This design comes from an exercise in tuning for small area, a short achievable clock period and few clock cycles per item on the open sky130 flow, not from production work.
In this exercise RTL edits were held to simulation tests only and were not proved equivalent to the original.
Power and IR drop assume default switching activity.

job 2546:
Design scb_bank, start of the top module:
module scb_bank (
    input  wire         clk,
    input  wire         rst,           
    input  wire         cmd_valid,
    output wire         cmd_ready,
    input  wire [2:0]   cmd_op,
    input  wire [7:0]   cmd_id,
    input  wire [15:0]  cmd_val,
    input  wire [253:0] cmd_bank,
    output reg          rsp_valid,
    output wire [7:0]   rsp_status,
    output wire [7:0]   rsp_detail,
    output reg  [14:0]  rsp_value,
    output reg  [4:0]   rsp_index,
    output wire [253:0] rsp_bank
);
==> flow/config.mk <==
export PLATFORM = sky130hd
export DESIGN_NAME = scb_bank
export DESIGN_NICKNAME = scb_bank
export VERILOG_FILES = /design/flow/design.v
export SDC_FILE = /design/flow/constraint.sdc
export NUM_CORES = 4
export LEC_CHECK = 0
export ABC_AREA = 1
export CAP_MARGIN = 20
export CORE_MARGIN = 2
export CORE_UTILIZATION = 40
export CTS_BUF_LIST = sky130_fd_sc_hd__clkbuf_4
export SLEW_MARGIN = 20
==> flow/constraint.sdc <==
create_clock -name core_clock -period 50.0 [get_ports {clk}]
set_input_delay 10.0000 -clock core_clock [delete_from_list [all_inputs] [get_ports {clk}]]
set_output_delay 10.0000 -clock core_clock [all_outputs]
set_load 0.01 [all_outputs]
standard.sh (not shown) runs the stock make flow with config.mk's settings and CLKGATE_MAP_FILE= SYNTH_SCRIPT=/design/flow/synth_recipe.tcl, a recipe that flattens the netlist after the stock synthesis.
==> flow/flow/run.sh <==
#!/bin/bash
# Standard ORFS layout, with two changes to how it is made:
#  - ports are buffered with sky130_fd_sc_hd__buf_1 instead of the buffer
#    buffer_ports picks by itself (clkdlybuf4s50_1);
#  - repair_timing is asked to keep a setup slack margin, so the resizer works
#    on the critical paths although the 50 ns clock is met with a wide margin.
# The design, clock period and constraints are the standard flow's, unchanged.
set -euo pipefail
export BUFFER_PORTS_ARGS="-buffer_cell sky130_fd_sc_hd__buf_1"
export SETUP_SLACK_MARGIN=37.5
bash standard.sh > standard.log 2>&1
No stage failed in job 2546, and the final checks on the layout all came back clean.
Testbench counts of job 2546, summed over its fixed seeds: cycles 16,527, commands 16,000.
#### Input delta (job 5797 over job 2546)
- CORE_UTILIZATION changed from 40 to 75
--- a/flow/flow/run.sh
+++ b/flow/flow/run.sh
@@ -9,3 +9,3 @@
 export BUFFER_PORTS_ARGS="-buffer_cell sky130_fd_sc_hd__buf_1"
-export SETUP_SLACK_MARGIN=37.5
+export SETUP_SLACK_MARGIN=38
 bash standard.sh > standard.log 2>&1
- Between job 5797 and job 2546, initial core utilization is higher for job 5797, job 2546 comes in under that.
- In the tables for job 5797 and job 2546, placed instance count reads higher with job 2546.
- Compared with job 2546, job 5797 shows a lower cell row count.
- Job 5797 vs. job 2546: post-placement cell area went down, overall die height went down, quantity of gates resized following cts went up, pre-CTS setup slack went up.
- Across job 5797 and job 2546, a clean result was obtained everywhere but in job 5797.
- Tool error GRT-0116 stopped job 5797 during 5_1_grt; no final results.
- Diff job 5797 and job 2546: post-CTS setup-driven buffer insertion count lower in job 2546

* * *

Starting RTL as in the previous note.
==> flow/design.v (excerpt) <==
module scb_bank (
    input  wire         clk,
    input  wire         rst,           
    input  wire         cmd_valid,
    output wire         cmd_ready,
    input  wire [2:0]   cmd_op,
    input  wire [7:0]   cmd_id,
    input  wire [15:0]  cmd_val,
    input  wire [253:0] cmd_bank,
    output reg          rsp_valid,
    output wire [7:0]   rsp_status,
    output wire [7:0]   rsp_detail,
    output reg  [14:0]  rsp_value,
    output reg  [4:0]   rsp_index,
    output wire [253:0] rsp_bank
);
export LEC_CHECK = 0
export ABC_AREA = 1
export CAP_MARGIN = 20
export CORE_MARGIN = 2
export CORE_UTILIZATION = 40
export SLEW_MARGIN = 20
create_clock -name core_clock -period 50.0 [get_ports {clk}]
==> flow/flow/run.sh <==
#!/bin/bash
# Standard ORFS layout, with two changes to how it is made:
#  - ports are buffered with sky130_fd_sc_hd__buf_1 instead of the buffer
#    buffer_ports picks by itself (clkdlybuf4s50_1);
#  - repair_timing is asked to keep a setup slack margin, so the resizer works
#    on the critical paths although the 50 ns clock is met with a wide margin.
# The design, clock period and constraints are the standard flow's, unchanged.
set -euo pipefail
export BUFFER_PORTS_ARGS="-buffer_cell sky130_fd_sc_hd__buf_1"
export SETUP_SLACK_MARGIN=38
bash standard.sh > standard.log 2>&1
Testbench counts at the start, summed over its fixed seeds: cycles 16,527, commands 16,000.
Next try:
--- a/flow/flow/run.sh
+++ b/flow/flow/run.sh
@@ -10 +10 @@
-export SETUP_SLACK_MARGIN=38
+export SETUP_SLACK_MARGIN=38.5
--- a/flow/config.mk
+++ b/flow/config.mk
@@ -8,2 +8 @@
-export ABC_AREA = 1
-export CAP_MARGIN = 20
+export CAP_MARGIN = 40
@@ -12 +11,3 @@
-export SLEW_MARGIN = 20
+export CTS_BUF_LIST = sky130_fd_sc_hd__clkbuf_4
+export SLEW_MARGIN = 40
+export TNS_END_PERCENT = 10
The changed run finished with timing, DRC and antenna clean.
Count of clock-buffer cells in the layout came out higher by 69.
Routed wire length came out higher by 71%.
Critical path depth came out lower by 8.
Power came out lower by 28%.
Sequential power is about the same.
Clock power came out lower by about 16%.
Synthesized cell count came out higher by about 5%.
Hold slack loses 0.0042 ns.
Maximum frequency barely changes.
Setup slack gains 0.026 ns.
Next try:
--- a/flow/flow/run.sh
+++ b/flow/flow/run.sh
@@ -10 +10 @@
-export SETUP_SLACK_MARGIN=38.5
+export SETUP_SLACK_MARGIN=37
--- a/flow/config.mk
+++ b/flow/config.mk
@@ -8 +8,2 @@
-export CAP_MARGIN = 40
+export ABC_AREA = 1
+export CAP_MARGIN = 20
@@ -12,2 +13 @@
-export SLEW_MARGIN = 40
-export TNS_END_PERCENT = 10
+export SLEW_MARGIN = 20
Design area came out lower by about a fifth; global-route usage came out lower by 20 points; critical path depth came out higher by 4.
Next try:
--- a/flow/flow/run.sh
+++ b/flow/flow/run.sh
@@ -10 +10 @@
-export SETUP_SLACK_MARGIN=37
+export SETUP_SLACK_MARGIN=38.5
--- a/flow/config.mk
+++ b/flow/config.mk
@@ -9 +9 @@
-export CAP_MARGIN = 20
+export CAP_MARGIN = 40
@@ -11 +11 @@
-export CORE_UTILIZATION = 40
+export CORE_UTILIZATION = 50
@@ -13 +13,2 @@
-export SLEW_MARGIN = 20
+export SLEW_MARGIN = 40
+export TNS_END_PERCENT = 10
Outcome:
- The new run produced a clean layout
- power goes up by 17%
- sequential cell count is unchanged
- routed wire length increases by 7.8%
- critical path depth increases by 85
- global-route usage is higher by 12 points
- cell area goes up by 7.5%

* * *

## v17
Starting RTL as in the previous note.
// scb_bank
module scb_bank (
    input  wire         clk,
    input  wire         rst,           
    input  wire         cmd_valid,
    output wire         cmd_ready,
    input  wire [2:0]   cmd_op,
    input  wire [7:0]   cmd_id,
    input  wire [15:0]  cmd_val,
    input  wire [253:0] cmd_bank,
    output reg          rsp_valid,
    output wire [7:0]   rsp_status,
    output wire [7:0]   rsp_detail,
    output reg  [14:0]  rsp_value,
    output reg  [4:0]   rsp_index,
    output wire [253:0] rsp_bank
);
clock: 50.0 ns
lec_check: 0
abc_area: 1
cap_margin: 20
core_margin: 2
core_utilization: 40
cts_buf_list: sky130_fd_sc_hd__clkbuf_2 sky130_fd_sc_hd__clkbuf_4
cts_cluster_size: 40
slew_margin: 20
==> flow/flow/run.sh <==
#!/bin/bash
# Standard ORFS layout, with two changes to how it is made:
#  - ports are buffered with sky130_fd_sc_hd__buf_1 instead of the buffer
#    buffer_ports picks by itself (clkdlybuf4s50_1);
#  - repair_timing is asked to keep a setup slack margin, so the resizer works
#    on the critical paths although the 50 ns clock is met with a wide margin.
# The design, clock period and constraints are the standard flow's, unchanged.
set -euo pipefail
export BUFFER_PORTS_ARGS="-buffer_cell sky130_fd_sc_hd__buf_1"
export SETUP_SLACK_MARGIN=38.5
bash standard.sh > standard.log 2>&1
v17 went all the way through the flow, and no timing, DRC or antenna check failed.
Testbench counts of v17, summed over its fixed seeds: cycles 16,527, commands 16,000.
> inputs changed (v17 -> v24)
Settings: TNS_END_PERCENT now 10, previously not set; CTS_BUF_LIST now sky130_fd_sc_hd__clkbuf_4, was sky130_fd_sc_hd__clkbuf_2 sky130_fd_sc_hd__clkbuf_4; SLEW_MARGIN now 40, was 20; CAP_MARGIN now 40, was 20; CTS_CLUSTER_SIZE no longer set, was 40.
==> run notes <==
On period utilization, v24 and v17 are basically level.
The estimated power of v24 ends up lower than the estimate for v17.
The later-pin clock latency in the skew report number comes out higher for v17 vs v24.
Setup changes, v24 to v53
Settings: a change of CAP_MARGIN from 40 to 20; a change of SLEW_MARGIN from 40 to 20; a deleted TNS_END_PERCENT that had been 10.
- v24 has a lower multi-input combinational cell area than v53.
- Against v24, v53 comes in 1.9 points lower on part of the total power dissipated in sequential elements.
- Cell count delta for v53 relative to v24: 170 higher
- Count of buffering cells on the critical path with inverters included is higher on v53
- v53 vs v24: wire length on met2 up slightly
Input-level comparison between v15 and v53:
Settings: an added TNS_END_PERCENT of 10.
==> comparison <==
Compared with v53, v15 shows a higher filler cell count.
The share of the final layout cell area in multi-input gates reported for v15 is greater than that of v53 by 3.8 points.
Number of nets in the layout, v15 vs v53: down by a few percent
--- input diff v15..v40 ---
Settings: SLEW_MARGIN now 60, was 20.
--- outcome ---
- Compared with v15, v40 shows count of clock buffers in the final design that has gone up by a few percent.
- When v40 is measured against v15, its overall routed net length turns out about 0.7% lower.
- | post-route fraction of the period consumed by the critical path | v15 vs v40 | ≈ equal |
- In the metrics for v15 and v40, the one carrying the higher critical path depth is v15.
- Power across v15 and v40: no real change.
Modified inputs, v46 compared to v40
Settings: SLEW_MARGIN: 60 -> 20.
diff --git a/flow/flow/run.sh b/flow/flow/run.sh
--- a/flow/flow/run.sh
+++ b/flow/flow/run.sh
@@ -9,3 +9,3 @@
 export BUFFER_PORTS_ARGS="-buffer_cell sky130_fd_sc_hd__buf_1"
-export SETUP_SLACK_MARGIN=38.5
+export SETUP_SLACK_MARGIN=39
 bash standard.sh > standard.log 2>&1
## What came out
Relative to v40, required time reported for the critical path endpoint has increased by 10.71 ns in v46. Compared to v40, v46 has clock network fraction of design power 2.3 points lower. v40 and v46 ended up with roughly the same clock latency on the worst-skew pair. Async set or reset register ratio after synthesis: v46 vs v40 identical. Any difference in overall routing resource usage between v46 and v40 is small enough to ignore. Of v40 and v46, the lower minimum setup slack in the final design belongs to v40. Against v40, v46 reports a cell area that is higher. Measured against v40, the area occupied by registers of v46 comes out at 1.06 times the reference value. A startpoint-to-endpoint class of the critical path of register to output port is what v40 shows, while input pin to register belongs to v46.

[afterwards: timing with drivers on the ports]
How much do the figures lean on ideal ports? The routed layouts below were timed once more, with nothing changed but the port constraints. Step 1 assumes that a clkbuf_16 drives the clock port and a buf_2 every other input. Step 2 moves the port delays by t, midway between the first and last clock arrival at a register: inputs arrive t later, outputs are due t later. That takes back most of the time a late clock gives input paths. Three values: no drivers, after step 1, after step 2; two values: the first two.
run | t (ns) | slack for setup (ns) | slew at the worst register clock pin (ns)
job 2546 | 0.951 | 37.746 / 37.788 / 36.838 | 0.08 / 0.08
the first run of note 2 | 0.632 | 38.026 / 38.070 / 37.438 | 0.07 / 0.07
the second run of note 2 | 0.976 | 38.052 / 37.981 / 37.552 | 0.09 / 0.09
the third run of note 2 | 0.951 | 37.398 / 37.436 / 36.486 | 0.08 / 0.08
the fourth run of note 2 | 0.954 | 38.044 / 38.044 / 37.500 | 0.09 / 0.09
v17 | 0.952 | 38.405 / 38.437 / 37.496 | 0.08 / 0.08
v24 | 0.912 | 38.379 / 38.314 / 37.549 | 0.08 / 0.08
v53 | 0.962 | 38.374 / 38.417 / 37.455 | 0.08 / 0.08
v15 | 0.936 | 38.275 / 38.260 / 37.384 | 0.08 / 0.08
v40 | 0.925 | 38.299 / 38.236 / 37.474 | 0.08 / 0.08
v46 | 0.936 | 38.431 / 38.398 / 37.535 | 0.08 / 0.08
After both steps setup and hold are still met in every run listed. The setup slack of v53, which loses most, moves by +0.043 ns with the drivers and by -0.919 ns with both steps.
